Context: an optimization exercise on an open-source flow, tuned for small area, a short achievable clock period and few clock cycles. The choices shown serve that exercise and are no tape-out recipe.
Where RTL was checked, it was by simulation tests only, not by an equivalence proof against the original.
The RTL of run 2 was laid out without a check of its function.
Power is estimated from default activity; no workload was simulated.

==> flow/design.v <==
module bps_engine (
    input  wire        clk,
    input  wire        rst,           
    input  wire        host_we,
    input  wire [7:0]  host_addr,
    input  wire [63:0] host_wdata,
    output reg  [63:0] host_rdata,
    output wire        src_re,
    output wire [15:0] src_addr,
    input  wire [7:0]  src_rdata,
    output wire        patch_re,
    output wire [15:0] patch_addr,
    input  wire [7:0]  patch_rdata,
    output wire        out_re,
    output wire [15:0] out_raddr,
    input  wire [7:0]  out_rdata,
    output wire        out_we,
    output wire [15:0] out_waddr,
    output wire [7:0]  out_wdata
);
    localparam [2:0] E_FORMAT      = 3'd1;
    localparam [2:0] E_INTEGRITY   = 3'd2;
    localparam [2:0] E_BOUNDS      = 3'd3;
    localparam [2:0] E_CONSISTENCY = 3'd5;
    localparam [2:0] E_OVERFLOW    = 3'd6;
    localparam [2:0] E_CAPACITY    = 3'd7;
    localparam [3:0] S_MAG0  = 4'd0;    
    localparam [3:0] S_MAG   = 4'd1;    
    localparam [3:0] S_VAR   = 4'd2;    
    localparam [3:0] S_SCHK  = 4'd3;    
    localparam [3:0] S_TCHK  = 4'd4;    
    localparam [3:0] S_MCHK  = 4'd5;    
    localparam [3:0] S_FOOT0 = 4'd6;    
    localparam [3:0] S_FOOT  = 4'd7;    
    localparam [3:0] S_JMP   = 4'd8;    
    localparam [3:0] S_ICHK  = 4'd9;    
    localparam [3:0] S_COPY  = 4'd10;   
    localparam [3:0] S_TRCP  = 4'd11;   
    localparam [3:0] S_WAIT  = 4'd12;   
    localparam [2:0] V_SRC  = 3'd0;
    localparam [2:0] V_TGT  = 3'd1;
    localparam [2:0] V_META = 3'd2;
    localparam [2:0] V_CMD  = 3'd3;
    localparam [2:0] V_DEL  = 3'd4;
    reg        run;             
    reg        fin;             
    reg        flt;             
    reg [2:0]  err;
    reg [63:0] src_len;
    reg [63:0] patch_len;
    reg [15:0] patch_pos;
    reg [16:0] in_read_pos;
    reg [15:0] out_read_pos;
    reg [16:0] out_write_pos;
    reg [63:0] source_size;
    reg [16:0] target_size;
    reg [15:0] metadata_len;
    reg [31:0] crc_expected;
    reg [31:0] crc;             
    reg [15:0] err_pos;         
    reg [3:0]  ms;
    reg [2:0]  vp;
    reg [15:0] pa;              
    reg [3:0]  vi;              
    reg [1:0]  vc;              
    reg [17:0] acc;             
    reg        vbig;            
    reg [1:0]  op;
    reg [15:0] cnt;             
    reg        lbig;            
    reg [15:0] rd_ptr;          
    reg        wv;              
    reg        s5;              
    reg [16:0] ca;              
    reg        crc_v;           
    reg [2:0]  starve;          
    wire [16:0] slen = src_len[16:0];
    wire [16:0] plen = patch_len[16:0];
    function [31:0] crc_byte;
        input [31:0] c;
        input [7:0]  d;
        integer k;
        reg [31:0] x;
        begin
            x = c ^ {24'd0, d};
            for (k = 0; k < 8; k = k + 1)
                x = x[0] ? ((x >> 1) ^ 32'hEDB88320) : (x >> 1);
            crc_byte = x;
        end
    endfunction
    wire hw       = host_we & ~run;
    wire start    = hw & (host_addr == 8'h00) & host_wdata[0];
    wire wr_slen  = hw & (host_addr == 8'h02);
    wire wr_plen  = hw & (host_addr == 8'h03);
    wire cap_over = (|src_len[63:17]) | (src_len[16] & |src_len[15:0]) |
                    (|patch_len[63:17]) | (patch_len[16] & |patch_len[15:0]);
    wire [3:0] state_code = {fin, 2'b00, run | (fin & flt)};
    always @(*) begin
        case (host_addr)
            8'h01:   host_rdata = {56'd0, 1'b0, err, state_code};
            8'h02:   host_rdata = src_len;
            8'h03:   host_rdata = patch_len;
            8'h04:   host_rdata = {48'd0, patch_pos};
            8'h05:   host_rdata = {47'd0, in_read_pos};
            8'h06:   host_rdata = {48'd0, out_read_pos};
            8'h07:   host_rdata = {47'd0, out_write_pos};
            8'h08:   host_rdata = source_size;
            8'h09:   host_rdata = {47'd0, target_size};
            8'h0A:   host_rdata = {48'd0, metadata_len};
            8'h0B:   host_rdata = {32'd0, crc_expected};
            8'h0C:   host_rdata = {32'd0, crc};
            8'h0D:   host_rdata = {48'd0, err_pos};
            default: host_rdata = 64'd0;
        endcase
    end
    wire exec_wants = run & (ms == S_COPY) & ~op[0];
    wire crc_wants  = run & (ca != slen);
    wire grant_exec = exec_wants & ~(crc_wants & (starve == 3'd7));
    wire crc_issue  = crc_wants & ~grant_exec;
    wire crc_done   = (ca == slen) & ~crc_v;
    wire integ      = run & s5 & crc_done & (crc != crc_expected);
    wire copy_issue = (ms == S_COPY) & (op[0] | grant_exec);
    assign src_re     = 1'b1;
    assign src_addr   = grant_exec ? rd_ptr : ca[15:0];
    assign patch_re   = 1'b1;
    assign patch_addr = pa;
    assign out_re     = 1'b1;
    assign out_raddr  = rd_ptr;
    assign out_we     = run & (wv | (ms == S_TRCP));
    assign out_waddr  = out_write_pos[15:0];
    assign out_wdata  = (op == 2'd1) ? patch_rdata :
                        (op == 2'd3) ? out_rdata : src_rdata;
    wire [7:0] b    = patch_rdata;
    wire       term = b[7];
    wire [8:0] s    = {7'd0, vc} + {1'b0, b ^ 8'h80};
    wire       vovf = ((vi == 4'd8) & s[8]) | ((vi == 4'd9) & (|s[8:1]));
    wire       vpast = ({1'b0, pa} + 17'd11) >= plen;
    reg [17:0] acc_n;
    reg        big_n;
    always @(*) begin
        case (vi)
            4'd0:    begin acc_n = {9'd0, s};                big_n = 1'b0; end
            4'd1:    begin acc_n = {2'd0, s, acc[6:0]};      big_n = vbig; end
            4'd2:    begin acc_n = {s[3:0], acc[13:0]};      big_n = vbig | (|s[8:4]); end
            default: begin acc_n = acc;                      big_n = vbig | (|s); end
        endcase
    end
    reg [63:0] ss_n;
    integer g;
    always @(*) begin
        ss_n = source_size;
        for (g = 0; g < 10; g = g + 1)
            if (vi == g)
                ss_n = (source_size & ~(64'h1FF << (7 * g))) | ({55'd0, s} << (7 * g));
    end
    wire        tcap   = vbig | acc[17] | (acc[16] & (|acc[15:0]));
    wire [18:0] msum   = {3'd0, pa} + {1'b0, acc};
    wire        moob   = vbig | ((msum + 19'd12) > {2'd0, plen});
    wire        at_fs  = ({1'b0, patch_pos} + 17'd12) == plen;
    wire [16:0] base   = op[0] ? {1'b0, out_read_pos} : in_read_pos;
    wire [16:0] mag    = acc[17:1];
    wire [17:0] r18    = acc[0] ? ({1'b0, base} - {1'b0, mag}) : ({1'b0, base} + {1'b0, mag});
    wire [17:0] r_end  = {1'b0, r18[16:0]} + {2'd0, cnt} + 18'd1;
    wire [17:0] wp_end = {1'b0, out_write_pos} + {2'd0, cnt} + 18'd1;
    wire [17:0] l_end  = {2'd0, pa} + {2'd0, cnt} + 18'd1;
    wire        r_bad  = vbig | r18[17];
    wire        o_oob  = lbig | (wp_end > {1'b0, target_size});
    reg         rd_oob;
    always @(*) begin
        case (op)
            2'd0:    rd_oob = wp_end > {1'b0, slen};
            2'd1:    rd_oob = (l_end + 18'd12) > {1'b0, plen};
            2'd2:    rd_oob = r_bad | (r_end > {1'b0, slen});
            default: rd_oob = r_bad | (r18[16:0] >= out_write_pos);
        endcase
    end
    wire [7:0] magic_byte = (vi[1:0] == 2'd0) ? 8'h42 :
                            (vi[1:0] == 2'd1) ? 8'h50 :
                            (vi[1:0] == 2'd2) ? 8'h53 : 8'h31;
    task hdr_fault;
        input [2:0] code;
        begin
            run     <= 1'b0;
            fin     <= 1'b1;
            flt     <= 1'b1;
            err     <= code;
            err_pos <= patch_pos;
            crc     <= 32'd0;
        end
    endtask
    task x_fault;
        input [2:0] code;
        begin
            err <= code;
            ms  <= S_WAIT;
        end
    endtask
    task next_insn;
        begin
            if (at_fs)
                ms <= S_WAIT;
            else begin
                ms <= S_VAR;
                vp <= V_CMD;
                pa <= pa + 16'd1;
            end
        end
    endtask
    always @(posedge clk) begin
        if (run) begin
            if (crc_v)
                crc <= ~crc_byte(~crc, src_rdata);
            crc_v <= crc_issue;
            if (crc_issue)
                ca <= ca + 17'd1;
            if (crc_wants & ~crc_issue)
                starve <= starve + 3'd1;
            else
                starve <= 3'd0;
            wv <= copy_issue;
            if (out_we)
                out_write_pos <= out_write_pos + 17'd1;
            case (ms)
                S_MAG0: begin
                    if (plen < 17'd4)
                        hdr_fault(E_BOUNDS);
                    else begin
                        pa <= pa + 16'd1;
                        ms <= S_MAG;
                    end
                end
                S_MAG: begin
                    if (b != magic_byte)
                        hdr_fault(E_FORMAT);
                    else begin
                        pa <= pa + 16'd1;
                        if (vi[1:0] == 2'd3) begin
                            patch_pos <= 16'd4;
                            vi <= 4'd0;
                            vp <= V_SRC;
                            ms <= S_VAR;
                        end else
                            vi <= vi + 4'd1;
                    end
                end
                S_VAR: begin
                    if (vpast | vovf) begin
                        if (vp == V_CMD || vp == V_DEL)
                            x_fault(vpast ? E_BOUNDS : E_OVERFLOW);
                        else begin
                            hdr_fault(vpast ? E_BOUNDS : E_OVERFLOW);
                            if (vp == V_SRC)
                                source_size <= 64'd0;
                        end
                    end else begin
                        acc  <= acc_n;
                        vbig <= big_n;
                        if (vp == V_SRC)
                            source_size <= ss_n;
                        if (!term) begin
                            vi <= vi + 4'd1;
                            vc <= s[8:7];
                            pa <= pa + 16'd1;
                        end else begin
                            vi <= 4'd0;
                            vc <= 2'd0;
                            case (vp)
                                V_SRC:  ms <= S_SCHK;
                                V_TGT:  ms <= S_TCHK;
                                V_META: ms <= S_MCHK;
                                V_CMD: begin
                                    op   <= acc_n[1:0];
                                    cnt  <= acc_n[17:2];
                                    lbig <= big_n;
                                    if (acc_n[1]) begin
                                        vp <= V_DEL;
                                        pa <= pa + 16'd1;
                                    end else
                                        ms <= S_ICHK;
                                end
                                default: ms <= S_ICHK;
                            endcase
                        end
                    end
                end
                S_SCHK: begin
                    if (source_size != src_len)
                        hdr_fault(E_FORMAT);
                    else begin
                        patch_pos <= pa;
                        vp <= V_TGT;
                        ms <= S_VAR;
                        pa <= pa + 16'd1;
                    end
                end
                S_TCHK: begin
                    if (tcap)
                        hdr_fault(E_CAPACITY);
                    else begin
                        target_size <= acc[16:0];
                        patch_pos <= pa;
                        vp <= V_META;
                        ms <= S_VAR;
                        pa <= pa + 16'd1;
                    end
                end
                S_MCHK: begin
                    if (moob)
                        hdr_fault(E_BOUNDS);
                    else begin
                        metadata_len <= acc[15:0];
                        patch_pos <= msum[15:0];
                        err_pos <= msum[15:0];
                        pa <= plen[15:0] - 16'd12;
                        ms <= S_FOOT0;
                    end
                end
                S_FOOT0: begin
                    pa <= pa + 16'd1;
                    ms <= S_FOOT;
                end
                S_FOOT: begin
                    crc_expected <= {b, crc_expected[31:8]};
                    if (vi[1:0] == 2'd3) begin
                        vi <= 4'd0;
                        s5 <= 1'b1;
                        pa <= patch_pos;
                        ms <= S_JMP;
                    end else begin
                        vi <= vi + 4'd1;
                        pa <= pa + 16'd1;
                    end
                end
                S_JMP: next_insn;
                S_ICHK: begin
                    if (o_oob | rd_oob)
                        x_fault(E_BOUNDS);
                    else begin
                        case (op)
                            2'd0: begin
                                rd_ptr <= out_write_pos[15:0];
                                patch_pos <= pa;
                                ms <= S_COPY;
                            end
                            2'd1: begin
                                patch_pos <= l_end[15:0];
                                pa <= pa + 16'd1;
                                ms <= S_TRCP;
                            end
                            2'd2: begin
                                rd_ptr <= r18[15:0];
                                in_read_pos <= r_end[16:0];
                                patch_pos <= pa;
                                ms <= S_COPY;
                            end
                            default: begin
                                rd_ptr <= r18[15:0];
                                out_read_pos <= r_end[15:0];
                                patch_pos <= pa;
                                ms <= S_COPY;
                            end
                        endcase
                    end
                end
                S_COPY: begin
                    if (copy_issue) begin
                        rd_ptr <= rd_ptr + 16'd1;
                        cnt <= cnt - 16'd1;
                        if (cnt == 16'd0)
                            next_insn;
                    end
                end
                S_TRCP: begin
                    cnt <= cnt - 16'd1;
                    if (cnt == 16'd0)
                        next_insn;
                    else
                        pa <= pa + 16'd1;
                end
                default: begin  
                    if (!wv && crc_done) begin
                        run <= 1'b0;
                        fin <= 1'b1;
                        if (err != 3'd0) begin
                            flt <= 1'b1;
                            err_pos <= patch_pos;
                        end else if (out_write_pos != target_size) begin
                            flt <= 1'b1;
                            err <= E_CONSISTENCY;
                            err_pos <= patch_pos;
                        end else begin
                            flt <= 1'b0;
                            err_pos <= 16'd0;
                        end
                    end
                end
            endcase
            if (integ) begin
                run <= 1'b0;
                fin <= 1'b1;
                flt <= 1'b1;
                err <= E_INTEGRITY;
                patch_pos <= err_pos;
                err_pos <= err_pos;
                in_read_pos <= 17'd0;
                out_read_pos <= 16'd0;
                out_write_pos <= 17'd0;
            end
        end else begin
            if (wr_slen)
                src_len <= host_wdata;
            if (wr_plen)
                patch_len <= host_wdata;
            if (start) begin
                patch_pos     <= 16'd0;
                in_read_pos   <= 17'd0;
                out_read_pos  <= 16'd0;
                out_write_pos <= 17'd0;
                source_size   <= 64'd0;
                target_size   <= 17'd0;
                metadata_len  <= 16'd0;
                crc_expected  <= 32'd0;
                crc           <= 32'd0;
                err_pos       <= 16'd0;
                ms     <= S_MAG0;
                pa     <= 16'd0;
                vi     <= 4'd0;
                vc     <= 2'd0;
                ca     <= 17'd0;
                crc_v  <= 1'b0;
                wv     <= 1'b0;
                s5     <= 1'b0;
                starve <= 3'd0;
                if (cap_over) begin
                    fin <= 1'b1;
                    flt <= 1'b1;
                    err <= E_CAPACITY;
                end else begin
                    run <= 1'b1;
                    fin <= 1'b0;
                    flt <= 1'b0;
                    err <= 3'd0;
                end
            end
        end
        if (rst) begin
            run           <= 1'b0;
            fin           <= 1'b0;
            flt           <= 1'b0;
            err           <= 3'd0;
            src_len       <= 64'd0;
            patch_len     <= 64'd0;
            patch_pos     <= 16'd0;
            in_read_pos   <= 17'd0;
            out_read_pos  <= 16'd0;
            out_write_pos <= 17'd0;
            source_size   <= 64'd0;
            target_size   <= 17'd0;
            metadata_len  <= 16'd0;
            crc_expected  <= 32'd0;
            crc           <= 32'd0;
            err_pos       <= 16'd0;
        end
    end
endmodule
==> flow/run.sh <==
#!/bin/bash
# synth_recipe.tcl (not shown) runs the flow's synth.tcl, then flattens the netlist and writes it again
# the make line also repeats each setting of config.mk as NAME=value (left out here)
make -C /OpenROAD-flow-scripts/flow DESIGN_CONFIG=/design/flow/config.mk WORK_HOME=/design/flow/orfs CLKGATE_MAP_FILE= SYNTH_SCRIPT=/design/flow/synth_recipe.tcl finish
==> flow/config.mk <==
export PLATFORM = sky130hd
export DESIGN_NAME = bps_engine
export DESIGN_NICKNAME = bps_engine
export VERILOG_FILES = /design/flow/design.v
export SDC_FILE = /design/flow/constraint.sdc
export NUM_CORES = 4
export LEC_CHECK = 0
export CAP_MARGIN = 30
export CORE_MARGIN = 2
export CORE_UTILIZATION = 30
export SLEW_MARGIN = 30
==> flow/constraint.sdc <==
create_clock -name core_clock -period 15.0 [get_ports {clk}]
set_input_delay 3.0000 -clock core_clock [delete_from_list [all_inputs] [get_ports {clk}]]
set_output_delay 3.0000 -clock core_clock [all_outputs]
set_load 0.01 [all_outputs]
==> run summary, run 1 <==
register area share after synthesis 0.298; Primary FF master, synth dfxtp_1; Max Transition Viols Final 0; fill count 12507; area of the multi-input gates ~23000 um^2; first-pass GRT wire length 245000 um; Hold WC Path Type reg2reg; Initial Util 0.302; count leader, synth nand2_1; setup tns final 0 ns; Synth top area share 0.209; layout cells sized above 1 0.0659; Clock Path Buffers 3; Synth warnings 1; first drt pass iteration count 9; slack of the critical path 5.25 ns; IO Port Bufs between 200 and 250; largest net degree at the start of global routing just over 90; EDFF count, synth 106; R2R setup slack approximately 6.4 ns; chip width approximately 350 um; Clock Skew 0.0688 ns; fin crit share 0.650; CP max FO 60; Design Power 0.00305 W; Num CTS Buffers 60; outcome finished clean; initial antenna violation count 5; H-tree depth 2; worst endpoint required time 12.00 ns; Core ar. approximately 120000 um^2; critical path class in2out; largest area contributor in the netlist dfxtp_1; Die Y 351 um; CP max stage cell buf_4; Bufs and invs on worst path 3; Worst-path clk slew 0.06 ns; Top delay family on crit path buffers and inverters; final net count 4922; Setup Viol. Count Final 0; Mapped Cells approximately 4500; number of global-route vias before repair 33687; P&R area growth vs syn 16.6%; P per Cell Area 72.6 nW/um^2; setup bufs post-CTS 0; CTS tree yes; Final Critical Period 9.75 ns; Routed Antenna Nets 0; clock latency (worst-skew pair) 0.70 ns; crit path cell chain clkdlybuf4s50_1, or4_1, nor2_1, nand2_1, nor3_2, buf_4, a22o_1, a221oi_1, nand3_1, clkdlybuf4s50_1; routed vias/inst just under 6; Routability Congestion 0.996; startpoint types primary input; DP Wirelength 133000 um; Initial DRC Count 5414; Lkg Pwr 15.4 nW; Tightest Pin Transition 1.04 ns; Final Util 0.352; crit end category output port; Die Area 123000 um^2; Hold Buf Count CTS 0; max_cap viols 0; via count 37116; synthesized area about 36000 um^2; DRC violations left 0; Yosys cell types 113; Avg WL per Cell between 20 and 30 um; asr flop ratio synth 0; GRT overflow 0; Post-Syn Area per Cell 7.98 um^2; Slew Limit Headroom 0.300; Max Freq approximately 0.10 GHz; Place WS between 5 and 6 ns; clk root buf clkbuf_16; RSZ-0062 raised after global routing false; Reg area 10700 um^2; #FFs+latches synth 483; Clock Sinks 483; post-CTS resize count 0; Critical Path Most Common Cell clkdlybuf4s50_1; Hold Fails Final Rpt 0; slowest stage delay, CP 0.72 ns; Final Routed Wirelength 173000 um; top cells by count, synth nand2_1, a21oi_1, dfxtp_1; ranking of synthesized cells by area dfxtp_1, edfxtp_1, ha_1; Arrival @ worst endpoint 6.75 ns; row cnt 127; I/O Pins 239; gr usage total 0.272; Max rail drop VDD between 0.00008 and 0.00009 V
path summary, 6_finish.rpt:
path,startpoint,to,depth (start not counted)
hold / removal,metadata_len[15]$_SDFFE_PP0P_,metadata_len[15]$_SDFFE_PP0P_,2
setup reg to reg,acc[1]$_DFFE_PP_,rd_ptr[2]$_DFFE_PP_,33
setup / recovery,host_addr[5],host_rdata[15],10
hold reg to reg,metadata_len[15]$_SDFFE_PP0P_,metadata_len[15]$_SDFFE_PP0P_,2
logic make-up (layout without fill, tap and decap cells):
family / after synthesis / count (layout) / share of synthesized area
and+or+nand+nor: 1638 / 1638 / 0.215
AOI/OAI and AO/OA: 1163 / 1163 / 0.220
DFF: 483 / 483 / 0.298
buffers and inverters: 481 / 604 / 0.0540
xor gates and xnor gates: 430 / 430 / 0.105
adders and majority gates: 228 / 228 / 0.0804
muxes: 93 / 93 / 0.0275
other: 1 / 4 / 0.000104
state kept, by name, summed over array words and instances (netlist names), 17 cells and up:
signal	cells
crc_expected	32
out_write_pos	17
in_read_pos	17
ca	17
crc	32
target_size	17
acc	18
patch_len	64
src_len	64
source_size	64
cell type report:
type,count,area share
multi-input cells,3555,0.558
flip-flops and latches,483,0.255
repair buffers,325,0.0726
well taps,1612,0.0480
clock buffers,73,0.0391
inverters,170,0.0152
clock inverters,36,0.0116
diodes,1,0.0000596
metrics by stage:
| step | cell area, um^2 | hold slack (ns) | std cells |
|---|---|---|---|
| floorplan | 36000 | 0.447 | 4519 |
| global placement | 39800 | 0.457 | 6143 |
| detailed placement | 39800 | 0.464 | 6144 |
| CTS | 42000 | 0.472 | 6253 |
| global route | 42000 | 0.491 | 6254 |
| finish | 42000 | 0.474 | 6255 |
worst register-to-register path: cells and delay by family (launching register included):
family,cells,cell delay (ns)
AO/OA/AOI/OAI,10,2.23
XOR/XNOR,3,0.99
adder cells (fa/ha/maj),4,1.16
buffers and inverters,1,0.14
flip-flops,1,0.61
AND/OR/NAND/NOR,15,3.03
routing by layer:
layer	routed length, um	up-vias	global-route usage
met5	63	-	0
met4	13500	10	0.174
met3	19600	472	0.0683
met2	69500	2416	0.389
met1	70600	17669	0.362
li1	-	16549	-
layout by cell type (no fill, tap or decap), drive strengths merged, types with 97 or more instances in the layout:
cell type and count:
a21oi 401, a22oi 97, clkdlybuf4s50 234, dfxtp 377
edfxtp 106, ha 222, inv 171, nand2 587
nand3 216, nor2 349, nor3 103, o21ai 156
xnor2 280, xor2 150
report_power, final:
part | total, W | internal [W] | switching (W)
registers | 0.00132 | 0.00132 | 0.00000129
logic | 0.000130 | 0.0000528 | 0.0000776
clock network | 0.00160 | 0.000937 | 0.000661
Testbench counts, summed over its fixed seeds: cycles 177,073.
==> run 2, diff against run 1 <==
--- a/flow/design.v
+++ b/flow/design.v
@@ -34,6 +34,7 @@
     localparam [3:0] S_FOOT  = 4'd7;    
     localparam [3:0] S_JMP   = 4'd8;    
     localparam [3:0] S_ICHK  = 4'd9;    
+    localparam [3:0] S_ICHK2 = 4'd13;   
     localparam [3:0] S_COPY  = 4'd10;   
     localparam [3:0] S_TRCP  = 4'd11;   
     localparam [3:0] S_WAIT  = 4'd12;   
@@ -68,7 +69,9 @@
     reg [1:0]  op;
     reg [15:0] cnt;             
     reg        lbig;            
-    reg [15:0] rd_ptr;          
+    reg [16:0] rd_ptr;          
+    reg        rbad;            
+    reg        obad;            
     reg        wv;              
     reg        s5;              
     reg [16:0] ca;              
@@ -95,24 +98,22 @@
     wire cap_over = (|src_len[63:17]) | (src_len[16] & |src_len[15:0]) |
                     (|patch_len[63:17]) | (patch_len[16] & |patch_len[15:0]);
     wire [3:0] state_code = {fin, 2'b00, run | (fin & flt)};
-    always @(*) begin
-        case (host_addr)
-            8'h01:   host_rdata = {56'd0, 1'b0, err, state_code};
-            8'h02:   host_rdata = src_len;
-            8'h03:   host_rdata = patch_len;
-            8'h04:   host_rdata = {48'd0, patch_pos};
-            8'h05:   host_rdata = {47'd0, in_read_pos};
-            8'h06:   host_rdata = {48'd0, out_read_pos};
-            8'h07:   host_rdata = {47'd0, out_write_pos};
-            8'h08:   host_rdata = source_size;
-            8'h09:   host_rdata = {47'd0, target_size};
-            8'h0A:   host_rdata = {48'd0, metadata_len};
-            8'h0B:   host_rdata = {32'd0, crc_expected};
-            8'h0C:   host_rdata = {32'd0, crc};
-            8'h0D:   host_rdata = {48'd0, err_pos};
-            default: host_rdata = 64'd0;
-        endcase
-    end
+    wire [15:0] hsel   = 16'd1 << host_addr[3:0];
+    wire        hlow   = ~|host_addr[7:4];
+    wire [63:0] hmux   = ({64{hsel[1]}}  & {56'd0, 1'b0, err, state_code}) |
+                         ({64{hsel[2]}}  & src_len) |
+                         ({64{hsel[3]}}  & patch_len) |
+                         ({64{hsel[4]}}  & {48'd0, patch_pos}) |
+                         ({64{hsel[5]}}  & {47'd0, in_read_pos}) |
+                         ({64{hsel[6]}}  & {48'd0, out_read_pos}) |
+                         ({64{hsel[7]}}  & {47'd0, out_write_pos}) |
+                         ({64{hsel[8]}}  & source_size) |
+                         ({64{hsel[9]}}  & {47'd0, target_size}) |
+                         ({64{hsel[10]}} & {48'd0, metadata_len}) |
+                         ({64{hsel[11]}} & {32'd0, crc_expected}) |
+                         ({64{hsel[12]}} & {32'd0, crc}) |
+                         ({64{hsel[13]}} & {48'd0, err_pos});
+    always @(*) host_rdata = {64{hlow}} & hmux;
     wire exec_wants = run & (ms == S_COPY) & ~op[0];
     wire crc_wants  = run & (ca != slen);
     wire grant_exec = exec_wants & ~(crc_wants & (starve == 3'd7));
@@ -121,11 +122,11 @@
     wire integ      = run & s5 & crc_done & (crc != crc_expected);
     wire copy_issue = (ms == S_COPY) & (op[0] | grant_exec);
     assign src_re     = 1'b1;
-    assign src_addr   = grant_exec ? rd_ptr : ca[15:0];
+    assign src_addr   = grant_exec ? rd_ptr[15:0] : ca[15:0];
     assign patch_re   = 1'b1;
     assign patch_addr = pa;
     assign out_re     = 1'b1;
-    assign out_raddr  = rd_ptr;
+    assign out_raddr  = rd_ptr[15:0];
     assign out_we     = run & (wv | (ms == S_TRCP));
     assign out_waddr  = out_write_pos[15:0];
     assign out_wdata  = (op == 2'd1) ? patch_rdata :
@@ -134,7 +135,8 @@
     wire       term = b[7];
     wire [8:0] s    = {7'd0, vc} + {1'b0, b ^ 8'h80};
     wire       vovf = ((vi == 4'd8) & s[8]) | ((vi == 4'd9) & (|s[8:1]));
-    wire       vpast = ({1'b0, pa} + 17'd11) >= plen;
+    wire [17:0] fs    = {1'b0, plen} - 18'd12;
+    wire        vpast = fs[17] | ({1'b0, pa} > fs[16:0]);
     reg [17:0] acc_n;
     reg        big_n;
     always @(*) begin
@@ -149,31 +151,24 @@
     integer g;
     always @(*) begin
         ss_n = source_size;
-        for (g = 0; g < 10; g = g + 1)
-            if (vi == g)
-                ss_n = (source_size & ~(64'h1FF << (7 * g))) | ({55'd0, s} << (7 * g));
+        for (g = 0; g < 64; g = g + 1) begin
+            if (vi == g / 7)
+                ss_n[g] = s[g % 7];
+            else if (g >= 7 && (g % 7) < 2 && vi == g / 7 - 1)
+                ss_n[g] = s[7 + g % 7];
+        end
     end
     wire        tcap   = vbig | acc[17] | (acc[16] & (|acc[15:0]));
     wire [18:0] msum   = {3'd0, pa} + {1'b0, acc};
     wire        moob   = vbig | ((msum + 19'd12) > {2'd0, plen});
-    wire        at_fs  = ({1'b0, patch_pos} + 17'd12) == plen;
+    wire        at_fs  = ~fs[17] & ({1'b0, pa} == fs[16:0]);
     wire [16:0] base   = op[0] ? {1'b0, out_read_pos} : in_read_pos;
     wire [16:0] mag    = acc[17:1];
     wire [17:0] r18    = acc[0] ? ({1'b0, base} - {1'b0, mag}) : ({1'b0, base} + {1'b0, mag});
-    wire [17:0] r_end  = {1'b0, r18[16:0]} + {2'd0, cnt} + 18'd1;
     wire [17:0] wp_end = {1'b0, out_write_pos} + {2'd0, cnt} + 18'd1;
-    wire [17:0] l_end  = {2'd0, pa} + {2'd0, cnt} + 18'd1;
-    wire        r_bad  = vbig | r18[17];
-    wire        o_oob  = lbig | (wp_end > {1'b0, target_size});
-    reg         rd_oob;
-    always @(*) begin
-        case (op)
-            2'd0:    rd_oob = wp_end > {1'b0, slen};
-            2'd1:    rd_oob = (l_end + 18'd12) > {1'b0, plen};
-            2'd2:    rd_oob = r_bad | (r_end > {1'b0, slen});
-            default: rd_oob = r_bad | (r18[16:0] >= out_write_pos);
-        endcase
-    end
+    wire [17:0] x_end  = {1'b0, rd_ptr} + {2'd0, cnt} + 18'd1;
+    wire [16:0] x_lim  = (op == 2'd1) ? fs[16:0] : slen;
+    wire        rd_oob = rbad | ((op == 2'd3) ? (rd_ptr >= out_write_pos) : (x_end > {1'b0, x_lim}));
     wire [7:0] magic_byte = (vi[1:0] == 2'd0) ? 8'h42 :
                             (vi[1:0] == 2'd1) ? 8'h50 :
                             (vi[1:0] == 2'd2) ? 8'h53 : 8'h31;
@@ -333,38 +328,33 @@
                 end
                 S_JMP: next_insn;
                 S_ICHK: begin
-                    if (o_oob | rd_oob)
+                    rd_ptr <= (op == 2'd0) ? out_write_pos :
+                              (op == 2'd1) ? {1'b0, pa} : r18[16:0];
+                    rbad <= op[1] & (vbig | r18[17]);
+                    obad <= lbig | (wp_end > {1'b0, target_size});
+                    ms <= S_ICHK2;
+                end
+                S_ICHK2: begin
+                    if (obad | rd_oob)
                         x_fault(E_BOUNDS);
                     else begin
-                        case (op)
-                            2'd0: begin
-                                rd_ptr <= out_write_pos[15:0];
-                                patch_pos <= pa;
-                                ms <= S_COPY;
-                            end
-                            2'd1: begin
-                                patch_pos <= l_end[15:0];
-                                pa <= pa + 16'd1;
-                                ms <= S_TRCP;
-                            end
-                            2'd2: begin
-                                rd_ptr <= r18[15:0];
-                                in_read_pos <= r_end[16:0];
-                                patch_pos <= pa;
-                                ms <= S_COPY;
-                            end
-                            default: begin
-                                rd_ptr <= r18[15:0];
-                                out_read_pos <= r_end[15:0];
-                                patch_pos <= pa;
-                                ms <= S_COPY;
-                            end
-                        endcase
+                        if (op == 2'd1) begin
+                            patch_pos <= x_end[15:0];
+                            pa <= pa + 16'd1;
+                            ms <= S_TRCP;
+                        end else begin
+                            patch_pos <= pa;
+                            ms <= S_COPY;
+                        end
+                        if (op == 2'd2)
+                            in_read_pos <= x_end[16:0];
+                        if (op == 2'd3)
+                            out_read_pos <= x_end[15:0];
                     end
                 end
                 S_COPY: begin
                     if (copy_issue) begin
-                        rd_ptr <= rd_ptr + 16'd1;
+                        rd_ptr <= rd_ptr + 17'd1;
                         cnt <= cnt - 16'd1;
                         if (cnt == 16'd0)
                             next_insn;
==> flow/flow/run.sh (new file) <==
#!/bin/bash
# Layout flow: the standard synthesis unchanged, then the standard layout with a
# setup repair margin of 7 ns (repair_timing works toward a slack of 7 ns at the design's
# 15 ns clock) and ports buffered with buf_4 cells.
set -euo pipefail
bash standard.sh synth > synth.log 2>&1
bash standard.sh SETUP_SLACK_MARGIN=7 "BUFFER_PORTS_ARGS=-buffer_cell sky130_fd_sc_hd__buf_4" finish > layout.log 2>&1
==> flow/standard.sh (new file) <==
#!/bin/bash
# synth_recipe.tcl (not shown) runs the flow's synth.tcl, then flattens the netlist and writes it again
# the make line also repeats each setting of config.mk as NAME=value (left out here)
make -C /OpenROAD-flow-scripts/flow DESIGN_CONFIG=/design/flow/config.mk WORK_HOME=/design/flow/orfs CLKGATE_MAP_FILE= SYNTH_SCRIPT=/design/flow/synth_recipe.tcl "${@:-finish}"
removed: flow/run.sh
==> run 2 against run 1 <==
- core utilization is 0.17 points lower
- register-to-register slack better by 1.2 ns
- sequential cell count is 3 higher
- sequential share of layout area is 2.4 points higher
- area after synthesis is 7.4% lower
- sequential power hardly changed
- critical path depth is 3 lower
- global-route usage is 0.85 points higher
- hold slack hardly changed
- critical path type unchanged
- largest cell class unchanged
- highest routed layer unchanged
==> run summary, run 2 <==
Initial Util 0.302 (+0.000359); final cell count without fillers 5793 (-7.4%); CP max FO 32 (-47%); I/O Pins 239 (unchanged); Synth top area share 0.226 (+0.0167); Worst Hold End metadata_len[1]$_SDFFE_PP0P_; placed cell areas 36700 um^2 (-8.0%); GRT overflow 0 (unchanged); Max rail drop VDD 0.0000750 V (-16%); Mapped Cells 4149 (-8.1%); first drt pass iteration count 8 (-1); startpoint types primary input; register area share after synthesis 0.324 (+0.0265); Final Routed Wirelength 165000 um (-4.8%); Hold Fails Final Rpt 0 (unchanged); Placed Instances 5686 (-7.5%); setup tns final 0 ns (unchanged); layout cells sized above 1 0.127 (+0.0610); Slew Limit Headroom 0.263 (-0.0378); chip width 337 um (-3.7%); Clock Skew 0.0349 ns (-0.0339 ns); initial antenna violation count 10 (+5); Yosys cell types 96 (-15%); fin area 38700 um^2 (-8.0%); fill count 11722 (-6.3%); ranking of synthesized cells by area dfxtp_1, edfxtp_1, nand2_1; Core ar. 111000 um^2 (-7.5%); gr usage total 0.280 (+0.00852); asr flop ratio synth 0 (unchanged); number of global-route vias before repair 31484 (-6.5%); Num CTS Buffers 57 (-5.0%); Tightest Pin Transition 1.10 ns (+0.0584 ns); IO Port Bufs 235 (unchanged); Synth warnings 46 (+45); top cells by count, synth nand2_1, a21oi_1, dfxtp_1; Worst-path clk slew 0.07 ns (about the same); max_cap viols 0 (unchanged); crit end category output port; Routed Antenna Nets 0 (unchanged); fin crit share 0.535 (-0.114); row cnt 122 (-3.9%); DRC violations left 0 (unchanged); count leader, synth nand2_1; Primary FF master, synth dfxtp_1; R2R setup slack 7.56 ns (+1.17 ns); critical path class in2out; first-pass GRT wire length 232000 um (-5.0%); Hold Buf Count CTS 0 (unchanged); Reg-to-Reg End metadata_len[14]$_SDFFE_PP0P_; CTS tree yes; Max Freq 0.125 GHz (+21%); min-delay src metadata_len[1]$_SDFFE_PP0P_; Hold WC Path Type reg2reg; synthesized area 33400 um^2 (-7.4%); commonest non-fill, non-tap cell in the layout nand2_1; P&R area growth vs syn 15.9%; Die Area 114000 um^2 (-7.3%); largest area contributor in the netlist dfxtp_1; outcome finished clean; FF-to-FF path depth 24 (-27%); worst endpoint required time 12.00 ns (about the same); clk root buf clkbuf_16; Post-Syn Area per Cell 8.04 um^2 (+0.81%); clock latency (worst-skew pair) 0.68 ns (-0.02 ns); largest net degree at the start of global routing 191 (+110%); Initial DRC Count 4501 (-17%); Setup Viol. Count Final 0 (unchanged); EDFF count, synth 109 (+2.8%); Clock Path Buffers 3 (unchanged); Die Y 337 um (-3.7%); via count 34091 (-8.2%); setup bufs post-CTS 0 (unchanged); Clock Sinks 486 (+0.62%); Hold Path Depth 2 (unchanged); Avg WL per Cell 28.5 um (+2.7%); top flop regs patch_len: 64 flops, source_size: 64 flops, src_len: 64 flops; routed vias/inst 5.88 (-0.82%); worst r2r src acc[0]$_DFFE_PP_; #FFs+latches synth 486 (+0.62%); Lkg Pwr 14.9 nW (-3.2%); H-tree depth 2 (unchanged); Final Critical Period 8.03 ns (-1.72 ns); RSZ-0062 raised after global routing false; DP Wirelength 126000 um (-4.9%); Routability Congestion 1.03 (+3.5%); final net count 4528 (-8.0%); most frequent cells in the layout nand2_1, a21oi_1, dfxtp_1; P per Cell Area 74.6 nW/um^2 (+2.7%); Max Transition Viols Final 0 (unchanged); Arrival @ worst endpoint 5.03 ns (-1.72 ns)
[run 2: cell types whose count changed after synthesis, sizes merged, moves of 18 or more]
cell and change:
nand3 -78, xnor2 -76, ha -55, inv -54, o21ai -30, nor3 -24
nand4 -21, xor2 +21, nand3b -18
[run 2: kinds of logic (layout without fill, tap and decap cells)]
family,after synthesis,count (layout),synth area share
fa+ha+maj,172,172,0.0656
flops,486,486,0.324
mux,98,98,0.0311
simple gates,1469,1469,0.202
other cells,1,5,0.000112
buf+inv,420,572,0.0522
compound gates,1128,1128,0.226
xor+xnor,375,375,0.0984
[run 2: final cells by class]
cell class / count / area (um^2) / area share
antenna: 2 / 5.00 / 0.000129
tap: 1488 / 1860 / 0.0481
timing repair buffer: 348 / 2670 / 0.0689
inverter: 119 / 447 / 0.0116
clock buffer: 77 / 1610 / 0.0417
sequential: 486 / 10800 / 0.280
multi-input combinational: 3245 / 21000 / 0.543
clock inverter: 28 / 251 / 0.00650
[run 2: per-stage QoR]
stage,setup slack (ns),utilization,total power (W),hold WS (ns)
2_1_floorplan,7.21,-,0.00144,0.429
3_3_place_gp,6.65,0.332,0.00150,0.458
3_5_place_dp,6.65,0.332,0.00150,0.464
4_1_cts,7.00,0.349,0.00289,0.472
5_1_grt,7.01,0.350,0.00295,0.491
6_report,6.97,0.350,0.00289,0.474
[run 2: routing by layer]
layer  GRT usage  wire length, um  up-vias
met1       0.364            65700    16338
met5           0               91        -
met4       0.157            11200       14
met2       0.427            69900     2038
met3      0.0666            18000      456
li1            -                -    15245
[run 2: how the worst max path moves through the flow]
| stage | end | slack [ns] | depth (start not counted) | startpoint |
|---|---|---|---|---|
| 4_1_cts | host_rdata[1] | 7.00 | 8 | host_addr[1] |
| 6_report | host_rdata[16] | 6.97 | 7 | host_addr[2] |
| 5_1_grt | host_rdata[0] | 7.01 | 10 | host_addr[3] |
| 2_1_floorplan | host_rdata[16] | 7.21 | 7 | host_addr[3] |
| 3_3_place_gp | host_rdata[0] | 6.65 | 9 | host_addr[2] |
| 3_5_place_dp | host_rdata[0] | 6.65 | 9 | host_addr[2] |
[run 2: what timing repair did]
item,in CTS,in global routing
gates resized for setup,15,10
endpoints found under the hold margin,0,0
cloned,0,0
endpoints found under the setup margin,32,10
[run 2: critical path: stages]
cell,delay [ns]
buf_4,0.17
nand2b_1,0.26
nor2_2,0.14
buf_4,0.40
a22oi_1,0.18
a41oi_1,0.59
buf_4,0.24
[run 2: report_power, final]
| part | internal (W) | leakage (nW) | switching, W |
|---|---|---|---|
| clock network | 0.000778 | 0.925 | 0.000634 |
| logic | 0.0000487 | 9.81 | 0.0000910 |
| registers | 0.00133 | 4.13 | 0.00000100 |
==> run 3, diff against run 2 <==
--- a/flow/design.v
+++ b/flow/design.v
@@ -35,6 +35,7 @@
     localparam [3:0] S_JMP   = 4'd8;    
     localparam [3:0] S_ICHK  = 4'd9;    
     localparam [3:0] S_ICHK2 = 4'd13;   
+    localparam [3:0] S_MCHK2 = 4'd14;   
     localparam [3:0] S_COPY  = 4'd10;   
     localparam [3:0] S_TRCP  = 4'd11;   
     localparam [3:0] S_WAIT  = 4'd12;   
@@ -58,7 +59,6 @@
     reg [15:0] metadata_len;
     reg [31:0] crc_expected;
     reg [31:0] crc;             
-    reg [15:0] err_pos;         
     reg [3:0]  ms;
     reg [2:0]  vp;
     reg [15:0] pa;              
@@ -74,6 +74,7 @@
     reg        obad;            
     reg        wv;              
     reg        s5;              
+    reg [15:0] p5pos;           
     reg [16:0] ca;              
     reg        crc_v;           
     reg [2:0]  starve;          
@@ -112,12 +113,13 @@
                          ({64{hsel[10]}} & {48'd0, metadata_len}) |
                          ({64{hsel[11]}} & {32'd0, crc_expected}) |
                          ({64{hsel[12]}} & {32'd0, crc}) |
-                         ({64{hsel[13]}} & {48'd0, err_pos});
+                         ({64{hsel[13] & fin & flt}} & {48'd0, patch_pos});
     always @(*) host_rdata = {64{hlow}} & hmux;
     wire exec_wants = run & (ms == S_COPY) & ~op[0];
     wire crc_wants  = run & (ca != slen);
     wire grant_exec = exec_wants & ~(crc_wants & (starve == 3'd7));
-    wire crc_issue  = crc_wants & ~grant_exec;
+    wire crc_ride   = grant_exec & crc_wants & (rd_ptr[15:0] == ca[15:0]);
+    wire crc_issue  = crc_wants & (~grant_exec | crc_ride);
     wire crc_done   = (ca == slen) & ~crc_v;
     wire integ      = run & s5 & crc_done & (crc != crc_expected);
     wire copy_issue = (ms == S_COPY) & (op[0] | grant_exec);
@@ -160,7 +162,6 @@
     end
     wire        tcap   = vbig | acc[17] | (acc[16] & (|acc[15:0]));
     wire [18:0] msum   = {3'd0, pa} + {1'b0, acc};
-    wire        moob   = vbig | ((msum + 19'd12) > {2'd0, plen});
     wire        at_fs  = ~fs[17] & ({1'b0, pa} == fs[16:0]);
     wire [16:0] base   = op[0] ? {1'b0, out_read_pos} : in_read_pos;
     wire [16:0] mag    = acc[17:1];
@@ -179,7 +180,6 @@
             fin     <= 1'b1;
             flt     <= 1'b1;
             err     <= code;
-            err_pos <= patch_pos;
             crc     <= 32'd0;
         end
     endtask
@@ -202,17 +202,17 @@
         end
     endtask
     always @(posedge clk) begin
+        crc_v <= run & crc_issue;
+        wv    <= run & copy_issue;
         if (run) begin
             if (crc_v)
                 crc <= ~crc_byte(~crc, src_rdata);
-            crc_v <= crc_issue;
             if (crc_issue)
                 ca <= ca + 17'd1;
             if (crc_wants & ~crc_issue)
                 starve <= starve + 3'd1;
             else
                 starve <= 3'd0;
-            wv <= copy_issue;
             if (out_we)
                 out_write_pos <= out_write_pos + 17'd1;
             case (ms)
@@ -300,13 +300,18 @@
                     end
                 end
                 S_MCHK: begin
-                    if (moob)
+                    rd_ptr <= msum[16:0];
+                    rbad <= vbig | (|msum[18:17]);
+                    ms <= S_MCHK2;
+                end
+                S_MCHK2: begin
+                    if (rbad | (rd_ptr > fs[16:0]))
                         hdr_fault(E_BOUNDS);
                     else begin
                         metadata_len <= acc[15:0];
-                        patch_pos <= msum[15:0];
-                        err_pos <= msum[15:0];
-                        pa <= plen[15:0] - 16'd12;
+                        patch_pos <= rd_ptr[15:0];
+                        p5pos <= rd_ptr[15:0];
+                        pa <= fs[15:0];
                         ms <= S_FOOT0;
                     end
                 end
@@ -371,17 +376,13 @@
                     if (!wv && crc_done) begin
                         run <= 1'b0;
                         fin <= 1'b1;
-                        if (err != 3'd0) begin
+                        if (err != 3'd0)
                             flt <= 1'b1;
-                            err_pos <= patch_pos;
-                        end else if (out_write_pos != target_size) begin
+                        else if (out_write_pos != target_size) begin
                             flt <= 1'b1;
                             err <= E_CONSISTENCY;
-                            err_pos <= patch_pos;
-                        end else begin
+                        end else
                             flt <= 1'b0;
-                            err_pos <= 16'd0;
-                        end
                     end
                 end
             endcase
@@ -390,13 +391,19 @@
                 fin <= 1'b1;
                 flt <= 1'b1;
                 err <= E_INTEGRITY;
-                patch_pos <= err_pos;
-                err_pos <= err_pos;
+                patch_pos <= p5pos;
                 in_read_pos <= 17'd0;
                 out_read_pos <= 16'd0;
                 out_write_pos <= 17'd0;
             end
         end else begin
+            ms     <= S_MAG0;
+            pa     <= 16'd0;
+            vi     <= 4'd0;
+            vc     <= 2'd0;
+            ca     <= 17'd0;
+            s5     <= 1'b0;
+            starve <= 3'd0;
             if (wr_slen)
                 src_len <= host_wdata;
             if (wr_plen)
@@ -411,17 +418,7 @@
                 metadata_len  <= 16'd0;
                 crc_expected  <= 32'd0;
                 crc           <= 32'd0;
-                err_pos       <= 16'd0;
-                ms     <= S_MAG0;
-                pa     <= 16'd0;
-                vi     <= 4'd0;
-                vc     <= 2'd0;
-                ca     <= 17'd0;
-                crc_v  <= 1'b0;
-                wv     <= 1'b0;
-                s5     <= 1'b0;
-                starve <= 3'd0;
-                if (cap_over) begin
+                                if (cap_over) begin
                     fin <= 1'b1;
                     flt <= 1'b1;
                     err <= E_CAPACITY;
@@ -449,7 +446,6 @@
             metadata_len  <= 16'd0;
             crc_expected  <= 32'd0;
             crc           <= 32'd0;
-            err_pos       <= 16'd0;
-        end
+                    end
     end
 endmodule
==> flow/flow/run.sh (replaced) <==
#!/bin/bash
# Layout flow: the standard synthesis unchanged, then the standard layout with a
# setup repair margin of 7.5 ns (repair_timing works toward a slack of 7 ns at the design's
# 15 ns clock) and every port buffered with a buf_1 cell (repair may upsize them).
set -euo pipefail
bash standard.sh synth > synth.log 2>&1
bash standard.sh SETUP_SLACK_MARGIN=7.5 "BUFFER_PORTS_ARGS=-buffer_cell sky130_fd_sc_hd__buf_1" finish > layout.log 2>&1
==> flow/config.mk (replaced) <==
export PLATFORM = sky130hd
export DESIGN_NAME = bps_engine
export DESIGN_NICKNAME = bps_engine
export VERILOG_FILES = /design/flow/design.v
export SDC_FILE = /design/flow/constraint.sdc
export NUM_CORES = 4
export LEC_CHECK = 0
export CAP_MARGIN = 20
export CORE_MARGIN = 2
export CORE_UTILIZATION = 60
export SLEW_MARGIN = 20
==> run 3 against run 2 <==
- now fails the layout checks on max-capacitance violations, max-slew violations
- fmax up 5.6%
- first-iteration DRC count up 28%
- highest routed layer unchanged
- critical path type unchanged
- critical endpoint is now host_rdata[0]
- largest cell class unchanged
- via count up 5.0%
- final area down 3.9%
- non-clock buffer count up 46
- register-to-register slack better by 0.29 ns
- die area down 51%
==> run summary, run 3 <==
outcome complete, but fails checks; violated checks max-capacitance violations, max-slew violations; placed cell areas 33800 um^2 (-7.8%); chip width 237 um (-30%); crit path cell chain buf_6, nand2b_4, buf_4, nor3_4, a22oi_1, and4_1, a31oi_4, buf_2; Synth warnings 46 (unchanged); register area share after synthesis 0.322 (-0.00193); routed vias/inst 7.20 (+22%); commonest non-fill, non-tap cell in the layout nand2_1; fin area 37200 um^2 (-3.9%); worst setup path startpoint host_addr[1]; setup tns final 0 ns (unchanged); Worst-path clk slew 0.06 ns (about the same); Clock Path Buffers 3 (unchanged); Lkg Pwr 13.7 nW (-7.9%); worst r2r src rd_ptr[0]$_DFFE_PP_; ranking of synthesized cells by area dfxtp_1, edfxtp_1, nand2_1; first drt pass iteration count 14 (+6); CP max stage cell a31oi_4; fill count 4318 (-63%); Slew Limit Headroom -0.0150 (-0.278); Hold Fails Final Rpt 0 (unchanged); clock latency (worst-skew pair) 0.66 ns (-0.02 ns); Top delay family on crit path simple AND/OR/NAND/NOR gates; Routability Congestion 1.08 (+4.8%); Die Y 237 um (-30%); slack of the critical path 7.40 ns (+0.426 ns); P&R area growth vs syn 14.2%; Bufs and invs on worst path 3 (unchanged); Yosys cell types 84 (-13%); startpoint types primary input; Arrival @ worst endpoint 4.60 ns (-0.43 ns); Routed Antenna Nets 0 (unchanged); Final Util 0.692 (+0.342); synthesized area 32500 um^2 (-2.5%); first-pass GRT wire length 216000 um (-7.0%); Max Freq 0.132 GHz (+5.6%); min-delay src starve[0]$_SDFF_PN0_; Avg WL per Cell 30.5 um (+7.2%); #FFs+latches synth 486 (unchanged); max_cap viols 1 (+1); DP Wirelength 108000 um (-14%); Initial DRC Count 5761 (+28%); number of global-route vias before repair 33034 (+4.9%); Final Critical Period 7.60 ns (-0.426 ns); H-tree depth 2 (unchanged); slowest stage delay, CP 0.29 ns (-0.30 ns); DRC violations left 0 (unchanged); Setup Viol. Count Final 0 (unchanged); top flop regs patch_len: 64 flops, source_size: 64 flops, src_len: 64 flops; CP max FO 9 (-72%); layout cells sized above 1 0.100 (-0.0264); asr flop ratio synth 0 (unchanged); Reg area 10500 um^2 (-3.1%); Tightest Pin Transition 1.50 ns (+0.404 ns); Final Routed Wirelength 152000 um (-7.9%); largest net degree at the start of global routing 213 (+12%); RSZ-0062 raised after global routing true; Clock Skew 0.0347 ns (-0.000139 ns); worst endpoint required time 12.00 ns (about the same); EDFF count, synth 76 (-30%); top cells by count, synth nand2_1, dfxtp_1, nor2_1; Max rail drop VDD 0.0000832 V (+11%); largest area contributor in the netlist dfxtp_1; via count 35801 (+5.0%); Core ar. 53700 um^2 (-51%); Synth top area share 0.252 (+0.0260); clk root buf clkbuf_16; Clock Sinks 486 (unchanged); I/O Pins 239 (unchanged); initial antenna violation count 10 (unchanged); Post-Syn Area per Cell 7.97 um^2 (-0.82%); Die Area 56100 um^2 (-51%); Mapped Cells 4080 (-1.7%); fin crit share 0.507 (-0.0284); most frequent cells in the layout nand2_1, dfxtp_1, nor2_1; GRT overflow 0 (unchanged); Initial Util 0.606 (+0.304); crit end category output port; count leader, synth nand2_1; Place WS 6.20 ns (-0.448 ns); CTS tree yes; Num CTS Buffers 53 (-7.0%); area of the multi-input gates 20800 um^2 (-0.79%); Max Transition Viols Final 5 (+5); gr usage total 0.517 (+0.237); row cnt 85 (-30%); IO Port Bufs 235 (unchanged); critical path class in2out; final net count 4497 (-0.68%); Hold WC Path Type reg2reg; Primary FF master, synth dfxtp_1; P per Cell Area 78.9 nW/um^2 (+5.7%)
==> run 3: where the power goes <==
part	internal, W	total (W)	switching [W]
clock	0.000855	0.00146	0.000608
combinational	0.0000504	0.000146	0.0000952
sequential	0.00132	0.00132	0.00000102
total	0.00223	0.00293	0.000704
==> run 3: cell families (layout without fill, tap and decap cells) <==
group           after synthesis  after routing  share of synthesized area
flops                       486            486                      0.322
mux                         104            104                     0.0334
simple gates               1492           1495                      0.209
compound gates             1055           1055                      0.218
fa+ha+maj                   172            172                     0.0673
other cells                   1             12                   0.000115
xor+xnor                    360            360                     0.0969
buf+inv                     410            595                     0.0528
==> run 3: per-stage QoR <==
stage	hold WS [ns]	instances	total power, W
2_1_floorplan	0.405	4082	0.00143
3_3_place_gp	0.421	4798	0.00146
3_5_place_dp	0.434	4800	0.00146
4_1_cts	0.442	4954	0.00291
5_1_grt	0.453	4966	0.00297
6_report	0.448	4975	0.00293
==> run 3: area by class of cell <==
type | instances | area share
clock inverters | 24 | 0.0106
diodes | 9 | 0.000606
clock buffers | 75 | 0.0412
multi-input cells | 3189 | 0.561
well taps | 696 | 0.0234
repair buffers | 394 | 0.0706
flip-flops and latches | 486 | 0.282
inverters | 102 | 0.0103
==> run 3: path summary, 6_finish.rpt <==
kind | endpoint | slack (ns) | depth (start not counted)
worst max-delay path | host_rdata[0] | 7.40 | 8
worst min register to register | starve[0]$_SDFF_PN0_ | 0.45 | 1
worst min-delay path | starve[0]$_SDFF_PN0_ | 0.45 | 1
worst max register to register | pa[15]$_SDFFE_PN0P_ | 7.85 | 21
==> run 3: repair_timing <==
item	CTS	global route
resized for setup	112	40
setup buffers	44	9
pin swaps	28	23
endpoints found under the hold margin	0	0
gates cloned	11	3
endpoints found under the setup margin	64	115
hold buffers	0	0
==> run 3: worst register-to-register path: stages, from the launching register on <==
cell and delay (ns):
edfxtp_1 0.60, inv_1 0.18, ha_1 0.21, inv_1 0.06, fa_1 0.42, a211oi_1 0.30
o211ai_1 0.20, a2111o_1 0.42, nand2_1 0.09, xor2_1 0.84, inv_1 0.11, ha_1 0.32
nand3_1 0.13, nor3_1 0.29, o2bb2ai_1 0.17, nand2_1 0.07, a31o_2 0.28, o21ai_0 0.76
nand4b_1 0.77, nor2_1 0.53, a21oi_1 0.13, o22ai_1 0.16
==> run 3: metal layers <==
metal  part of all wire  GRT usage  vias to the layer above
li1                   -          -                    14975
met1               0.34      0.604                    16629
met2               0.41      0.756                     3224
met3               0.15      0.167                      967
met4               0.11      0.468                        6
met5            0.00021    0.00519                        -
Testbench counts of run 3, summed over its fixed seeds: cycles 172,087.
==> run 4, diff against run 3 <==
==> flow/flow/run.sh (replaced) <==
#!/bin/bash
# Layout flow: the standard synthesis unchanged, then the standard layout with a
# setup repair margin of 7.5 ns (repair_timing works toward a slack of 7.5 ns at the design's
# 15 ns clock) and every port buffered with a buf_1 cell (repair may upsize them).
set -euo pipefail
bash standard.sh synth > synth.log 2>&1
bash standard.sh SETUP_SLACK_MARGIN=7.5 "BUFFER_PORTS_ARGS=-buffer_cell sky130_fd_sc_hd__buf_1" finish > layout.log 2>&1
--- a/flow/config.mk
+++ b/flow/config.mk
@@ -7,5 +7,7 @@
 export LEC_CHECK = 0
 export CAP_MARGIN = 20
 export CORE_MARGIN = 2
-export CORE_UTILIZATION = 60
+export CORE_UTILIZATION = 50
+export CTS_BUF_LIST = sky130_fd_sc_hd__clkbuf_8
+export CTS_CLUSTER_SIZE = 30
 export SLEW_MARGIN = 20
==> run 4 against run 3 <==
- wire length is 1.8% lower
- hold slack improved by 0.0043 ns
- combinational power is essentially flat
- clock skew up 0.010 ns
- critical path type unchanged
- largest cell class unchanged
- total power is 7.0% lower
- sequential share of layout area shrank 0.21 points
- the run now finishes clean
- register-to-register slack better by 0.75 ns
- area after synthesis is the same
- via count fell by 5.8%
- synthesized cell count stayed put
==> run summary, run 4 <==
outcome finished clean; DP Wirelength 110000 um (+1.9%); slowest stage delay, CP 0.57 ns (+0.28 ns); Final Routed Wirelength 149000 um (-1.8%); Clock Skew 0.0451 ns (+0.0103 ns); commonest non-fill, non-tap cell in the layout nand2_1; largest area contributor in the netlist dfxtp_1; chip width 259 um (+9.4%); min-delay src starve[0]$_SDFF_PN0_; initial antenna violation count 10 (unchanged); wire length on met3 15900 um (-28%); Initial Util 0.506 (-0.100); #FFs+latches synth 486 (unchanged); Final Critical Period 7.54 ns (-0.0618 ns); startpoint types primary input; I/O Pins 239 (unchanged); Die Area 67100 um^2 (+20%); count leader, synth nand2_1; fill count 6111 (+42%); cell internal pwr 0.00201 W (-9.9%); Core ar. 64300 um^2 (+20%); top cells by count, synth nand2_1, dfxtp_1, nor2_1; Lkg Pwr 13.9 nW (+1.8%); Hold WC Path Type reg2reg; Worst-path clk slew 0.06 ns (about the same); clock latency (worst-skew pair) 0.74 ns (+0.08 ns); M1 wire length 57000 um (+12%); Yosys cell types 84 (unchanged); Hold Fails Final Rpt 0 (unchanged); layout cells sized above 1 0.115 (+0.0144); slack of the critical path 7.46 ns (+0.0618 ns); Routed Antenna Nets 0 (unchanged); first-pass GRT wire length 213000 um (-1.6%); GRT overflow 0 (unchanged); ranking of synthesized cells by area dfxtp_1, edfxtp_1, nand2_1; Num CTS Buffers 87 (+64%); max_cap viols 0 (-1); Synth top area share 0.252 (unchanged); Place WS 6.29 ns (+0.0904 ns); gr usage total 0.429 (-0.0880); Max Transition Viols Final 0 (-5); DRC violations left 0 (unchanged); Critical Path Most Common Cell buf_12; Gate power share 0.053 (+0.003); Avg WL per Cell 28.6 um (-6.3%); top flop regs patch_len: 64 flops, source_size: 64 flops, src_len: 64 flops; Clock Power Share 0.462 (-0.038); Switch Pwr 0.000719 W (+2.1%); number of global-route vias before repair 30661 (-7.2%); CTS tree yes; RSZ-0062 raised after global routing true; Initial DRC Count 4492 (-22%); Met2 Wirelength 62800 um (+1.4%); Tightest Pin Transition 1.24 ns (-0.265 ns); Setup Viol. Count Final 0 (unchanged); Slew Limit Headroom 0.168 (+0.183); Post-Syn Area per Cell 7.97 um^2 (unchanged); Max Freq 0.133 GHz (+0.82%); crit path cell chain buf_12, nand2b_4, nor3_4, buf_12, buf_16, a222oi_1, a31oi_4, buf_6; crit end category output port; critical path class in2out; row cnt 93 (+9.4%); Design Power 0.00272 W (-7.0%); asr flop ratio synth 0 (unchanged); Die Y 259 um (+9.4%); CP max FO 9 (unchanged); final net count 4555 (+1.3%); register area share after synthesis 0.322 (unchanged); P&R area growth vs syn 15.1%; Primary FF master, synth dfxtp_1; setup tns final 0 ns (unchanged); Max rail drop VDD 0.0000737 V (-11%); Synth warnings 46 (unchanged); clk root buf clkbuf_8; most frequent cells in the layout nand2_1, dfxtp_1, nor2_1; H-tree depth 3 (+1); synthesized area 32500 um^2 (unchanged); Arrival @ worst endpoint 4.54 ns (-0.06 ns); worst endpoint required time 12.00 ns (about the same); Clock Path Buffers 3 (unchanged); routed vias/inst 6.47 (-10%); fin crit share 0.503 (-0.00412); Clock Sinks 486 (unchanged); worst setup path startpoint host_addr[1]; via count 33707 (-5.8%); worst r2r src rd_ptr[0]$_DFFE_PP_; Routability Congestion 1.02 (-5.3%); P per Cell Area 72.8 nW/um^2 (-7.7%); Mapped Cells 4080 (unchanged); sw frac 0.264 (+0.0234); largest net degree at the start of global routing 82 (-62%); EDFF count, synth 76 (unchanged); uppermost routed layer met5; CP max stage cell a222oi_1; Seq pwr share 0.485 (+0.034); first drt pass iteration count 9 (-5); IO Port Bufs 235 (unchanged)
==> run 4: power by group through the flow <==
| stage | Combinational [W] | Clock, W | Sequential [W] |
|---|---|---|---|
| global route | 0.000151 | 0.00132 | 0.00132 |
| detailed placement | 0.000117 | 0 | 0.00135 |
| CTS | 0.000136 | 0.00126 | 0.00132 |
| global placement | 0.000118 | 0 | 0.00135 |
| floorplan | 0.0000767 | 0 | 0.00135 |
| finish | 0.000144 | 0.00126 | 0.00132 |
==> run 4: final cells by class <==
cell class	count	area, um^2	area share
timing repair buffer	420	2840	0.0758
clock inverter	60	364	0.00972
clock buffer	97	1340	0.0357
sequential	486	10500	0.280
tap	855	1070	0.0286
antenna	6	15.0	0.000401
inverter	102	383	0.0102
multi-input combinational	3187	20900	0.559
==> run 4: critical path: cells and delay by family <==
kind	cells	cell delay, ns
buffers and inverters	4	0.58
AO/OA/AOI/OAI	2	0.82
AND/OR/NAND/NOR	2	0.14
==> run 4: final timing paths <==
path	end	slack [ns]	cells after the start
max	host_rdata[0]	7.46	8
min	starve[0]$_SDFF_PN0_	0.45	1
max reg2reg	patch_pos[12]$_SDFFE_PP0P_	8.60	24
min reg2reg	starve[0]$_SDFF_PN0_	0.45	1
==> run 4: per-layer routing <==
metal | GRT usage | vias to the layer above
met5 | 0 | -
met4 | 0.309 | 8
met3 | 0.106 | 607
met2 | 0.646 | 2078
met1 | 0.536 | 15897
li1 | - | 15117
==> run 4: repair_timing <==
item                                    in CTS  in global routing
hold buffers                                 0                  0
resized for setup                          121                 57
endpoints found under the setup margin      64                 61
gates cloned                                11                  2
buffers inserted                            40                 12
pin swaps                                   23                 25
==> run 4: cell families (layout without fill, tap and decap cells) <==
family	after synthesis	after routing	share of synthesized area
AOI/OAI and AO/OA	1055	1055	0.218
buffers and inverters	410	679	0.0528
adders and majority gates	172	172	0.0673
DFF	486	486	0.322
and+or+nand+nor	1492	1493	0.209
xor gates and xnor gates	360	360	0.0969
other	1	9	0.000115
muxes	104	104	0.0334
==> run 4: through the flow <==
stage | hold WS, ns | instances | utilization | cell area [um^2]
final | 0.453 | 5213 | 0.582 | 37400
after global routing | 0.468 | 5209 | 0.582 | 37400
after CTS | 0.452 | 5192 | 0.576 | 37000
after detailed placement | 0.438 | 4984 | 0.531 | 34200
after global placement | 0.431 | 4984 | 0.531 | 34200
after floorplan | 0.405 | 4082 | - | 32600
==> run 5, diff against run 4 <==
==> flow/config.mk (replaced) <==
export PLATFORM = sky130hd
export DESIGN_NAME = bps_engine
export DESIGN_NICKNAME = bps_engine
export VERILOG_FILES = /design/flow/design.v
export SDC_FILE = /design/flow/constraint.sdc
export NUM_CORES = 4
export LEC_CHECK = 0
export CAP_MARGIN = 40
export CORE_MARGIN = 2
export CORE_UTILIZATION = 50
export SLEW_MARGIN = 40
==> run 5 against run 4 <==
- non-clock buffer count rose by 15
- final cell count decreased by 0.75%
- count of clock-buffer cells in the layout shrank 17
- still clean
- clock power increased by 13%
- global-route usage shrank 0.13 points
- final area grew 1.1%
==> run summary, run 5 <==
outcome finished clean; Arrival @ worst endpoint 4.59 ns (+0.05 ns); Slew Limit Headroom 0.389 (+0.221); critical path class in2out; Hold WC Path Type reg2reg; clock latency (worst-skew pair) 0.67 ns (-0.07 ns); count leader, synth nand2_1; Routed Antenna Nets 0 (unchanged); Clock Power Share 0.492 (+0.030); Placed Instances 4987 (+0.060%); largest area contributor in the netlist dfxtp_1; top cells by count, synth nand2_1, dfxtp_1, nor2_1; Die Area 67100 um^2 (unchanged); startpoint types primary input; RSZ-0062 raised after global routing true; Yosys cell types 84 (unchanged); commonest non-fill, non-tap cell in the layout nand2_1; Tightest Pin Transition 0.915 ns (-0.322 ns); crit end category output port; sw frac 0.244 (-0.0195); Post-Syn Area per Cell 7.97 um^2 (unchanged); final cell count without fillers 5174 (-0.75%); DRC violations left 0 (unchanged); number of global-route vias before repair 30290 (-1.2%); DP Wirelength 110000 um (+0.18%); largest net degree at the start of global routing 82 (unchanged); EDFF count, synth 76 (unchanged); first-pass GRT wire length 212000 um (-0.26%); Gate power share 0.051 (-0.002); fin crit share 0.506 (+0.00346); max_cap viols 0 (unchanged); Num CTS Buffers 55 (-37%); Routability Congestion 1.02 (unchanged); Worst-path clk slew 0.06 ns (about the same); placed cell areas 34300 um^2 (+0.31%); Clock Path Buffers 3 (unchanged); Die Y 259 um (unchanged); P per Cell Area 76.3 nW/um^2 (+4.9%); Primary FF master, synth dfxtp_1; worst endpoint required time 12.00 ns (about the same); Switch Pwr 0.000706 W (-1.8%); synthesized area 32500 um^2 (unchanged); GRT overflow 0 (unchanged); CP max FO 8 (-1); P&R area growth vs syn 16.3%; Max Transition Viols Final 0 (unchanged); Max Freq 0.132 GHz (-0.68%); H-tree depth 2 (-1); layout cells sized above 1 0.115 (+0.000343); Initial Util 0.506 (unchanged); Setup Viol. Count Final 0 (unchanged); Seq pwr share 0.457 (-0.028); chip width 259 um (unchanged); routed vias/inst 6.51 (+0.65%); gr usage total 0.428 (-0.00135); asr flop ratio synth 0 (unchanged); Place WS 6.34 ns (+0.0447 ns); clk root buf clkbuf_16; Max rail drop VDD 0.0000918 V (+24%); Initial DRC Count 4776 (+6.3%); I/O Pins 239 (unchanged); Synth warnings 46 (unchanged); via count 33671 (-0.11%); initial antenna violation count 10 (unchanged); fin area 37800 um^2 (+1.1%); IO Port Bufs 235 (unchanged); WHS 0.460 ns (+0.00729 ns); row cnt 93 (unchanged); Hold Fails Final Rpt 0 (unchanged); cell internal pwr 0.00218 W (+8.9%); final net count 4538 (-0.37%); Clock Skew 0.0489 ns (+0.00382 ns); ranking of synthesized cells by area dfxtp_1, edfxtp_1, nand2_1; setup tns final 0 ns (unchanged); Mapped Cells 4080 (unchanged); Lkg Pwr 14.0 nW (+0.22%); Final Critical Period 7.59 ns (+0.0519 ns); Synth top area share 0.252 (unchanged); top flop regs patch_len: 64 flops, source_size: 64 flops, src_len: 64 flops; fill count 5993 (-1.9%); slack of the critical path 7.41 ns (-0.0519 ns); most frequent cells in the layout nand2_1, dfxtp_1, nor2_1; Avg WL per Cell 28.9 um (+0.83%); register area share after synthesis 0.322 (unchanged); Clock Sinks 486 (unchanged); CTS tree yes; Final Routed Wirelength 149000 um (about the same); Core ar. 64300 um^2 (unchanged); first drt pass iteration count 12 (+3); #FFs+latches synth 486 (unchanged)
## run 5: cell counts after synthesis
Identical to the previous run, type by type.
## run 5: per-layer routing
layer | GRT usage | part of all wire | vias to the layer above | routed length (um)
li1 | - | - | 15065 | -
met1 | 0.547 | 0.38 | 15899 | 57200
met2 | 0.645 | 0.42 | 2154 | 63200
met3 | 0.0896 | 0.11 | 543 | 15900
met4 | 0.300 | 0.086 | 10 | 12900
met5 | 0 | 0.00048 | - | 71
## run 5: final cells by class
class / instances / area, um^2 / share of cell area
repair buffers: 435 / 2970 / 0.0785
flip-flops and latches: 486 / 10500 / 0.277
inverters: 102 / 383 / 0.0101
multi-input cells: 3187 / 21000 / 0.556
clock buffers: 80 / 1620 / 0.0429
diodes: 6 / 15.0 / 0.000397
clock inverters: 23 / 267 / 0.00704
well taps: 855 / 1070 / 0.0283
## run 5: cell families (layout without fill, tap and decap cells)
kind of cell	Yosys count	in the layout	synth area share
AND/OR/NAND/NOR	1492	1493	0.209
XOR/XNOR	360	360	0.0969
adder cells (fa/ha/maj)	172	172	0.0673
buffers and inverters	410	640	0.0528
AO/OA/AOI/OAI	1055	1055	0.218
flip-flops	486	486	0.322
multiplexers	104	104	0.0334
other	1	9	0.000115
## run 5: repair_timing
action                                  4_1_cts  5_1_grt
gates cloned                                 12        4
gates resized for setup                     120       57
pin swaps                                    24       33
setup buffers                                37       25
endpoints found under the setup margin       64       39
hold endpoints to repair                      0        0
hold buffers                                  0        0
## run 5: final timing paths
check	from	endpoint	cells after the start	slack, ns
setup reg to reg	rd_ptr[0]$_DFFE_PP_	patch_pos[5]$_SDFFE_PP0P_	24	8.67
hold / removal	starve[0]$_SDFF_PN0_	starve[0]$_SDFF_PN0_	1	0.46
hold reg to reg	starve[0]$_SDFF_PN0_	starve[0]$_SDFF_PN0_	1	0.46
setup / recovery	host_addr[2]	host_rdata[5]	9	7.41
## run 5: worst max-delay path, cell delays in order
cell,delay [ns]
buf_12,0.11
nand2b_4,0.16
buf_6,0.13
buf_6,0.11
nor2_4,0.22
buf_4,0.24
a221oi_2,0.11
a31oi_4,0.30
buf_2,0.18
## run 5: per-stage QoR
| stage | util | power [W] |
|---|---|---|
| after global placement | 0.531 | 0.00147 |
| after CTS | 0.580 | 0.00288 |
| after detailed placement | 0.533 | 0.00147 |
| after floorplan | - | 0.00143 |
| after global routing | 0.588 | 0.00295 |
| final | 0.588 | 0.00289 |
## run 5: power groups by stage
| stage | clock network (W) | logic, W | registers (W) |
|---|---|---|---|
| 6_report | 0.00142 | 0.000148 | 0.00132 |
| 5_1_grt | 0.00148 | 0.000155 | 0.00132 |
| 4_1_cts | 0.00143 | 0.000137 | 0.00132 |
| 3_5_place_dp | 0 | 0.000118 | 0.00135 |
| 3_3_place_gp | 0 | 0.000118 | 0.00135 |
| 2_1_floorplan | 0 | 0.0000767 | 0.00135 |

## static timing again, ports no longer ideal
The flow's constraints put no driver on any port. The routed layouts listed below were extracted and timed again, unchanged, in two steps.
Step 1, drivers: a clkbuf_16 drives clk and a buf_2 each remaining input, both assumed.
Step 2, shift: input delay + t, output delay - t, t = (earliest + latest rising clock arrival at the registers) / 2. This alone moves slack from input paths to output paths.
a / b / c = ideal / step 1 / step 2; a / b = the first two.
run	t, ns	setup slack, ns	slew at the worst register clock pin (ns)
run 1	0.740	5.254 / 5.232 / 5.232	0.08 / 0.08
run 2	0.738	6.971 / 6.912 / 6.912	0.07 / 0.07
run 3	0.712	7.397 / 7.292 / 6.974	0.07 / 0.07
run 4	0.790	7.459 / 7.351 / 7.188	0.07 / 0.07
run 5	0.718	7.407 / 7.323 / 7.239	0.07 / 0.07
For run 3, which loses most, drivers alone change the setup slack by -0.105 ns; drivers and shift together by -0.423 ns.
